This is an optimization exercise on Yosys and OpenROAD, whose aim is small area, a short achievable clock period and few clock cycles, not a production implementation.
Function not checked in this run: the RTL went through the layout flow alone.
No activity file was given, so power comes from the tool's default toggle rates.

==> design/flow/design.v <==
module cpuemu_core (
    input             clk,
    input             rst,         
    input      [15:0] prog_len,    
    output     [15:0] imem_addr,   
    input      [63:0] imem_data,   
    input      [5:0]  dbg_addr,    
    output reg [15:0] dbg_data,    
    output            done,        
    output     [1:0]  state,       
    output     [2:0]  fcode        
);
    localparam ST_READY   = 2'd0;
    localparam ST_RUNNING = 2'd1;
    localparam ST_HALTED  = 2'd2;
    localparam ST_FAULTED = 2'd3;
    localparam F_DIVZERO  = 3'd1;
    localparam F_OVERFLOW = 3'd2;
    localparam F_UNDERFLOW= 3'd3;
    localparam F_BADADDR  = 3'd4;
    localparam F_BADSHIFT = 3'd5;
    localparam OP_NOP  = 5'd0,  OP_MOV  = 5'd1,  OP_PUSH = 5'd2,  OP_POP  = 5'd3;
    localparam OP_CALL = 5'd4,  OP_RET  = 5'd5,  OP_ADD  = 5'd6,  OP_SUB  = 5'd7;
    localparam OP_MUL  = 5'd8,  OP_DIV  = 5'd9,  OP_INC  = 5'd10, OP_DEC  = 5'd11;
    localparam OP_JMP  = 5'd12, OP_JZ   = 5'd13, OP_JNZ  = 5'd14, OP_JC   = 5'd15;
    localparam OP_JNC  = 5'd16, OP_JS   = 5'd17, OP_JNS  = 5'd18, OP_JG   = 5'd19;
    localparam OP_JGE  = 5'd20, OP_JL   = 5'd21, OP_JLE  = 5'd22, OP_CMP  = 5'd23;
    localparam OP_XOR  = 5'd24, OP_AND  = 5'd25, OP_OR   = 5'd26, OP_NOT  = 5'd27;
    localparam OP_SHL  = 5'd28, OP_SHR  = 5'd29, OP_ROL  = 5'd30, OP_ROR  = 5'd31;
    localparam PH_EXEC = 2'd0;
    localparam PH_MUL  = 2'd1;
    localparam PH_DIV  = 2'd2;
    reg [15:0] regs [0:7];
    reg [15:0] stk  [0:15];
    reg [4:0]  sp;                   
    reg [15:0] pc;
    reg        fz, fc, fs, fo;
    reg [1:0]  st;
    reg [2:0]  fc_code;
    reg [1:0]  ph;
    reg [15:0] xa;       
    reg [15:0] xb;       
    reg [14:0] xr;       
    reg [2:0]  dcnt;     
    reg        dneg;     
    reg        dovf;     
    assign imem_addr = pc;
    assign done      = st[1];
    assign state     = st;
    assign fcode     = fc_code;
    wire [4:0]  opc = imem_data[4:0];
    wire        s_f = imem_data[6];
    wire        ka  = imem_data[7];
    wire        kb  = imem_data[8];
    wire [7:0]  ra  = imem_data[23:16];
    wire [7:0]  rb  = imem_data[31:24];
    wire [15:0] ia  = imem_data[47:32];
    wire [15:0] ib  = imem_data[63:48];
    wire [2:0]  dst = ra[2:0];
    wire [4:0]  spm1   = sp - 5'd1;
    wire [2:0]  a_idx  = st[1] ? dbg_addr[2:0] : ra[2:0];
    wire [3:0]  s_idx  = st[1] ? dbg_addr[3:0] : spm1[3:0];
    wire [15:0] reg_a  = regs[a_idx];
    wire [15:0] reg_b  = regs[rb[2:0]];
    wire [15:0] stk_top = stk[s_idx];
    wire [15:0] spx    = {11'd0, sp};
    wire [15:0] a_val  = ka ? ia : (ra[7] ? (ra[0] ? spx : pc) : reg_a);
    wire [15:0] b_val  = kb ? ib : (rb[7] ? (rb[0] ? spx : pc) : reg_b);
    always @(*) begin
        if (dbg_addr[4])
            dbg_data = stk_top;
        else if (!dbg_addr[3])
            dbg_data = reg_a;
        else begin
            case (dbg_addr[1:0])
                2'd0:    dbg_data = pc;
                2'd1:    dbg_data = spx;
                2'd2:    dbg_data = {12'd0, fz, fc, fs, fo};
                default: dbg_data = (st == ST_FAULTED) ? pc : 16'd0;
            endcase
        end
    end
    wire is_incdec = (opc == OP_INC) || (opc == OP_DEC);
    wire is_sub    = (opc == OP_SUB) || (opc == OP_DEC) || (opc == OP_CMP);
    wire is_jmp    = (opc >= OP_JMP) && (opc <= OP_JLE);
    wire is_shift  = (opc[4:2] == 3'b111);
    wire [15:0] bb      = is_incdec ? 16'd1 : b_val;
    wire [15:0] bx      = is_sub ? ~bb : bb;
    wire [16:0] sum     = {1'b0, a_val} + {1'b0, bx} + {16'd0, is_sub};
    wire [15:0] add_r   = sum[15:0];
    wire        add_c   = sum[16] ^ is_sub;
    wire        add_o   = (a_val[15] == bx[15]) && (add_r[15] != a_val[15]);
    wire        sh_ok  = !ib[15] && (ib[14:4] == 11'd0) && (ib[3:0] != 4'd0);
    wire [3:0]  shamt  = ib[3:0];
    wire [31:0] rol_t  = {a_val, a_val} << shamt;
    wire [31:0] ror_t  = {a_val, a_val} >> shamt;
    reg  [15:0] sh_r;
    always @(*) begin
        case (opc[1:0])
            2'd0:    sh_r = a_val << shamt;
            2'd1:    sh_r = a_val >> shamt;
            2'd2:    sh_r = rol_t[31:16];
            default: sh_r = ror_t[15:0];
        endcase
    end
    reg jcond;
    always @(*) begin
        case (opc)
            OP_JMP:  jcond = 1'b1;
            OP_JZ:   jcond = fz;
            OP_JNZ:  jcond = !fz;
            OP_JC:   jcond = fc;
            OP_JNC:  jcond = !fc;
            OP_JS:   jcond = fs;
            OP_JNS:  jcond = !fs;
            OP_JG:   jcond = !fz && !fs;
            OP_JGE:  jcond = fz || !fs;
            OP_JL:   jcond = !fz && fs;
            default: jcond = fz || fs;       
        endcase
    end
    wire tgt_ok = !ia[15] && (ia < prog_len);
    wire top_ok = !stk_top[15] && (stk_top < prog_len);
    wire [15:0] pc1 = pc + 16'd1;
    wire [31:0] uprod  = xa * xb;
    wire [15:0] mcorr  = (xa[15] ? xb : 16'd0) + (xb[15] ? xa : 16'd0);
    wire [15:0] shi    = uprod[31:16] - mcorr;
    wire [15:0] mul_r  = uprod[15:0];
    wire        mul_c  = |uprod[31:16];
    wire        mul_o  = (shi != {16{uprod[15]}});
    wire [15:0] a_abs  = a_val[15] ? (~a_val + 16'd1) : a_val;
    wire [15:0] b_abs  = b_val[15] ? (~b_val + 16'd1) : b_val;
    wire [15:0] d1_sh  = {xr, xa[15]};
    wire [16:0] d1_df  = {1'b0, d1_sh} - {1'b0, xb};
    wire        d1_fit = !d1_df[16];
    wire [14:0] d1_r   = d1_fit ? d1_df[14:0] : d1_sh[14:0];
    wire [15:0] d2_sh  = {d1_r, xa[14]};
    wire [16:0] d2_df  = {1'b0, d2_sh} - {1'b0, xb};
    wire        d2_fit = !d2_df[16];
    wire [14:0] d2_r   = d2_fit ? d2_df[14:0] : d2_sh[14:0];
    wire        d_skip = (xr == 15'd0) && (xa[15:12] == 4'd0) && (dcnt != 3'd0);
    wire [15:0] dq_n   = d_skip ? {xa[11:0], 4'd0} : {xa[13:0], d1_fit, d2_fit};
    wire [14:0] dr_n   = d_skip ? 15'd0 : d2_r;
    wire [2:0]  dcnt_n = dcnt - (d_skip ? 3'd2 : 3'd1);
    wire        d_last = d_skip ? (dcnt == 3'd1) : (dcnt == 3'd0);
    wire [15:0] div_r  = dneg ? (~dq_n + 16'd1) : dq_n;
    integer i;
    always @(posedge clk) begin
        if (rst) begin
            for (i = 0; i < 8; i = i + 1)
                regs[i] <= 16'd0;
            sp      <= 5'd0;
            pc      <= 16'd0;
            fz      <= 1'b0;
            fc      <= 1'b0;
            fs      <= 1'b0;
            fo      <= 1'b0;
            st      <= ST_READY;
            fc_code <= 3'd0;
            ph      <= PH_EXEC;
        end else if (!st[1]) begin
            case (ph)
                PH_EXEC: begin
                    st <= ST_RUNNING;
                    if (pc[15]) begin
                        begin st <= ST_FAULTED; fc_code <= F_BADADDR; end
                    end else if (pc >= prog_len) begin
                        st <= ST_HALTED;
                    end else begin
                        case (opc)
                            OP_NOP: pc <= pc1;
                            OP_MOV: begin
                                regs[dst] <= b_val;
                                pc <= pc1;
                            end
                            OP_PUSH: begin
                                if (sp[4]) begin st <= ST_FAULTED; fc_code <= F_OVERFLOW; end
                                else begin
                                    stk[sp[3:0]] <= a_val;
                                    sp <= sp + 5'd1;
                                    pc <= pc1;
                                end
                            end
                            OP_POP: begin
                                if (sp == 5'd0) begin st <= ST_FAULTED; fc_code <= F_UNDERFLOW; end
                                else begin
                                    regs[dst] <= stk_top;
                                    sp <= spm1;
                                    pc <= pc1;
                                end
                            end
                            OP_CALL: begin
                                if (!tgt_ok) begin st <= ST_FAULTED; fc_code <= F_BADADDR; end
                                else if (sp[4]) begin st <= ST_FAULTED; fc_code <= F_OVERFLOW; end
                                else begin
                                    stk[sp[3:0]] <= pc1;
                                    sp <= sp + 5'd1;
                                    pc <= ia;
                                end
                            end
                            OP_RET: begin
                                if (sp == 5'd0) begin st <= ST_FAULTED; fc_code <= F_UNDERFLOW; end
                                else if (!top_ok) begin st <= ST_FAULTED; fc_code <= F_BADADDR; end
                                else begin
                                    sp <= spm1;
                                    pc <= stk_top;
                                end
                            end
                            OP_ADD, OP_SUB, OP_INC, OP_DEC: begin
                                regs[dst] <= add_r;
                                if (s_f) {fz, fc, fs, fo} <= {add_r == 16'd0, add_c, add_r[15], add_o};
                                pc <= pc1;
                            end
                            OP_CMP: begin
                                {fz, fc, fs, fo} <= {add_r == 16'd0, add_c, add_r[15], add_o};
                                pc <= pc1;
                            end
                            OP_MUL: begin
                                xa <= a_val;
                                xb <= b_val;
                                ph <= PH_MUL;
                            end
                            OP_DIV: begin
                                if (b_val == 16'd0) begin st <= ST_FAULTED; fc_code <= F_DIVZERO; end
                                else if (a_val == 16'd0) begin
                                    regs[dst] <= 16'd0;
                                    if (s_f) {fz, fc, fs, fo} <= {1'b1, 1'b0, 1'b0, 1'b0};
                                    pc <= pc1;
                                end else begin
                                    xa   <= a_abs;
                                    xb   <= b_abs;
                                    xr   <= 15'd0;
                                    dcnt <= 3'd7;
                                    dneg <= a_val[15] ^ b_val[15];
                                    dovf <= (a_val == 16'h8000) && (b_val == 16'hFFFF);
                                    ph   <= PH_DIV;
                                end
                            end
                            OP_XOR: begin regs[dst] <= a_val ^ b_val; pc <= pc1; end
                            OP_AND: begin regs[dst] <= a_val & b_val; pc <= pc1; end
                            OP_OR:  begin regs[dst] <= a_val | b_val; pc <= pc1; end
                            OP_NOT: begin regs[dst] <= ~a_val;        pc <= pc1; end
                            OP_SHL, OP_SHR, OP_ROL, OP_ROR: begin
                                if (!sh_ok) begin st <= ST_FAULTED; fc_code <= F_BADSHIFT; end
                                else begin
                                    regs[dst] <= sh_r;
                                    pc <= pc1;
                                end
                            end
                            default: begin       
                                if (!jcond) pc <= pc1;
                                else if (!tgt_ok) begin st <= ST_FAULTED; fc_code <= F_BADADDR; end
                                else pc <= ia;
                            end
                        endcase
                    end
                end
                PH_MUL: begin
                    regs[dst] <= mul_r;
                    if (s_f) {fz, fc, fs, fo} <= {mul_r == 16'd0, mul_c, mul_r[15], mul_o};
                    pc <= pc1;
                    ph <= PH_EXEC;
                end
                default: begin    
                    xa   <= dq_n;
                    xr   <= dr_n;
                    dcnt <= dcnt_n;
                    if (d_last) begin
                        regs[dst] <= div_r;
                        if (s_f) {fz, fc, fs, fo} <= {div_r == 16'd0, 1'b0, div_r[15], dovf};
                        pc <= pc1;
                        ph <= PH_EXEC;
                    end
                end
            endcase
        end
    end
endmodule
==> design/flow/run.sh <==
#!/bin/bash
# synth_recipe.tcl (not shown) runs the flow's synth.tcl, then flattens the netlist and writes it again
# the make line also repeats each setting of config.mk as NAME=value (left out here)
make -C /OpenROAD-flow-scripts/flow DESIGN_CONFIG=/design/flow/config.mk WORK_HOME=/design/flow/orfs CLKGATE_MAP_FILE= SYNTH_SCRIPT=/design/flow/synth_recipe.tcl finish
==> design/flow/config.mk <==
export PLATFORM = sky130hd
export DESIGN_NAME = cpuemu_core
export DESIGN_NICKNAME = cpuemu_core
export VERILOG_FILES = /design/flow/design.v
export SDC_FILE = /design/flow/constraint.sdc
export NUM_CORES = 4
export LEC_CHECK = 0
export CAP_MARGIN = 20
export CORE_MARGIN = 2
export CORE_UTILIZATION = 40
export SLEW_MARGIN = 20
==> design/flow/constraint.sdc <==
create_clock -name core_clock -period 15.0 [get_ports {clk}]
set_input_delay 3.0000 -clock core_clock [delete_from_list [all_inputs] [get_ports {clk}]]
set_output_delay 3.0000 -clock core_clock [all_outputs]
set_load 0.01 [all_outputs]
==> run notes <==
Via density 6.27; htree depth 2; largest net degree at the start of global routing 66; gpl congestion 1.03; Final Cycle Share 74.7%; CTS Sinks 468; CP endpoint kind flop; Worst Hold Class reg -> reg; synth top area cells edfxtp_1 (30%), fa_1 (9.8%), ha_1 (7.4%); Worst path depth 27; Max Cap Viol 0; Worst Tran Pin Value 1.25 ns; mux share of post-synthesis cell area 9.64%; Final Cell Area 0.0476 sq mm; Die Height 334 microns; final hold vios 0; Non-Filler Instances 5,927; YS warnings 1; first-pass iteration count of the detailed router 9; Most used DFF post-synth edfxtp_1; Fmax 89.2 MHz; largest family of logic cells by synthesized area adder cells; synthesized cell area 0.0434 sq mm; cts hold-fix bufs 0; cell with the most instances after synthesis edfxtp_1; share of cells above drive strength 1 10.5%; Startpoint Class flop; clk buf depth 3; vias 37,171; share of the synthesized area in the top cell type 30.1%; reg2reg start xb[1]; Synth Instances 4,490; Slew headroom 16.0%; Critical Path RT 15.45 ns; Synth Register Bits 468; RSZ-0062 raised after global routing false; Period minus WS final 11.21 ns; first-pass GRT wire length 236 mm; Mean Syn Cell Area 9.67 sq um; Worst R2R Path Depth 27; 1st-iter DRT viols 4,678; vias in the first global route 35,978; post-DR wirelength/cell 27.0 microns; setup TNS 0 ns; Synth Area in Adders 17.3%; worst setup path end regs[6][12]; Die ar. 0.111 sq mm; ys async rst share 0%; fraction of the yosys area taken by sequential cells 31.6%; total setup buffers inserted after CTS 0; Post-Synthesis Net Count 5,049; Die W 334 microns; Global Route Usage Sum 28.3%; initial antenna violation count 5; drt drc 0; Detail Route Antenna Nets 0; status finished clean; leak pwr 18.4 nW; fraction of synthesized cell area in xor and xnor cells 2.96%; slowest stage delay, CP 0.94 ns; max-slew violations 0; Layout Nets 5,045; number of synthesized flops with an enable pin 436; final setup vio count 0; CTS buffer count 49; maximum fanout along the worst path 16; delay-heaviest family, CP compound AO/OA/AOI/OAI gates; clk latency of the worst-skew pair 0.63 ns; complex-gate fraction of the synthesized area 16.6%; Worst Skew 0.0264 ns; # IOs 126; IO Port Bufs 108; Simple-Gate Fraction of Synth Area 15.6%; Buf/Inv on CP 1; CTS tree built; crit path from xb[1]; Synth area leader edfxtp_1; post-CTS sizing 0; most frequent cells after synthesis edfxtp_1 (436), nand2_1 (409), nor2_1 (403); Core ar. 0.107 sq mm; Reg2Reg Setup Slack 3.79 ns; Starting Density 40.5%; CP Class reg -> reg; PD cells 136 mW/mm^2; clk slew on worst S/H paths 0.06 ns; dpl cells 5,837; Core Util, Final 44.3%; P&R area growth vs syn 9.52%; R2R Path End regs[6][12]; grt ovf 0; distinct cell type count after synthesis 123; critical path's slowest cell edfxtp_1; dpl hpwl 117 mm; worst vdd ir 0.000205 V; clock root cell clkbuf_16; floorplan row count 120; crit path DAT 11.66 ns; placed cell areas 0.0459 sq mm; WL final 160 mm
-- cell type report --
class	count	area [sq um]
multi-input cells	3348	27100
flip-flops and latches	468	13700
well taps	1403	1760
fillers	10281	59800
inverters	399	1510
diodes	2	5.00
clock inverters	31	352
repair buffers	220	1910
clock buffers	56	1250
-- layer usage --
layer  vias to the layer above  track usage, %  share of wire [%]
li1                      16320               -                  -
met1                     18222            37.4                 40
met2                      2131            44.1                 44
met3                       494            5.48                 10
met4                         4            14.8                6.3
met5                         -               0              0.012
-- sequential cells by signal, indices dropped and copies added (netlist names), 2 cells and up --
signal and cells:
xb 16, st 2, regs 128, sp 5, xr 15, pc 16
fc_code 3, ph 2, dcnt 3, xa 16, stk 256
-- worst reg2reg max path: cells and delay by family (launching register included) --
family,cells,cell delay (ns)
compound gates,14,4.83
buf+inv,1,0.43
fa+ha+maj,3,1.06
simple gates,9,3.80
flops,1,0.94
-- where the power goes --
group          internal (mW)  total (mW)  switching, mW
combinational           1.39        3.66           2.28
clock                  0.694        1.25          0.559
sequential              1.47        1.53         0.0572
-- cell usage in the layout (no fill, tap or decap), types with 125 or more instances in the layout --
cell type,synthesis,final
edfxtp_1,436,436
nand2_1,409,409
nor2_1,403,387
inv_1,376,376
ha_1,258,258
a21oi_1,243,239
fa_1,213,213
o21ai_0,188,185
and2_1,126,126
mux2i_1,126,125
-- metrics by stage --
| step | power, mW | setup slack, ns | hold slack (ns) |
|---|---|---|---|
| 3_5_place_dp | 5.17 | 4.02 | 0.557 |
| 4_1_cts | 6.42 | 3.96 | 0.600 |
| 5_1_grt | 6.87 | 3.17 | 0.614 |
| 3_3_place_gp | 5.15 | 4.17 | 0.566 |
| 2_1_floorplan | 4.13 | 5.89 | 0.500 |
| 6_report | 6.45 | 3.79 | 0.609 |
-- worst min-delay path by stage --
stage / cells past startpoint / startpoint / slack, ns / to
detailed placement: 2 / st[0] / 0.56 / st[0]
floorplan: 2 / fs / 0.50 / fs
global placement: 2 / st[0] / 0.57 / st[0]
global route: 2 / st[0] / 0.61 / st[0]
finish: 2 / fc_code[2] / 0.61 / fc_code[2]
CTS: 2 / st[0] / 0.60 / st[0]
-- kinds of logic after synthesis --
logic type	Yosys count
AND/OR/NAND/NOR	1410
AO/OA/AOI/OAI	1038
buffers and inverters	674
adder cells (fa/ha/maj)	471
flip-flops	468
multiplexers	284
XOR/XNOR	145

## what the ideal ports hide
How much do the figures lean on ideal ports? The routed layout below was timed once more, with nothing changed but the port constraints.
Step 1: set_driving_cell puts a clkbuf_16 on clk and a buf_2 on each other input, an assumption about the parent block.
Step 2 also shifts input and output timing later by t, the mid clock arrival at the registers, as if the neighbouring blocks saw the same clock.
Three values: ideal, step 1, step 2; two values: the first two.
shift t [ns]: 0.686
setup WS [ns]: 3.789 / 3.789 / 3.789
worst slew at a driven data input, ns: 0.22
After both steps setup and hold are still met in this run. The setup slack of this run moves by 0.000 ns with the drivers and by 0.000 ns with both steps.
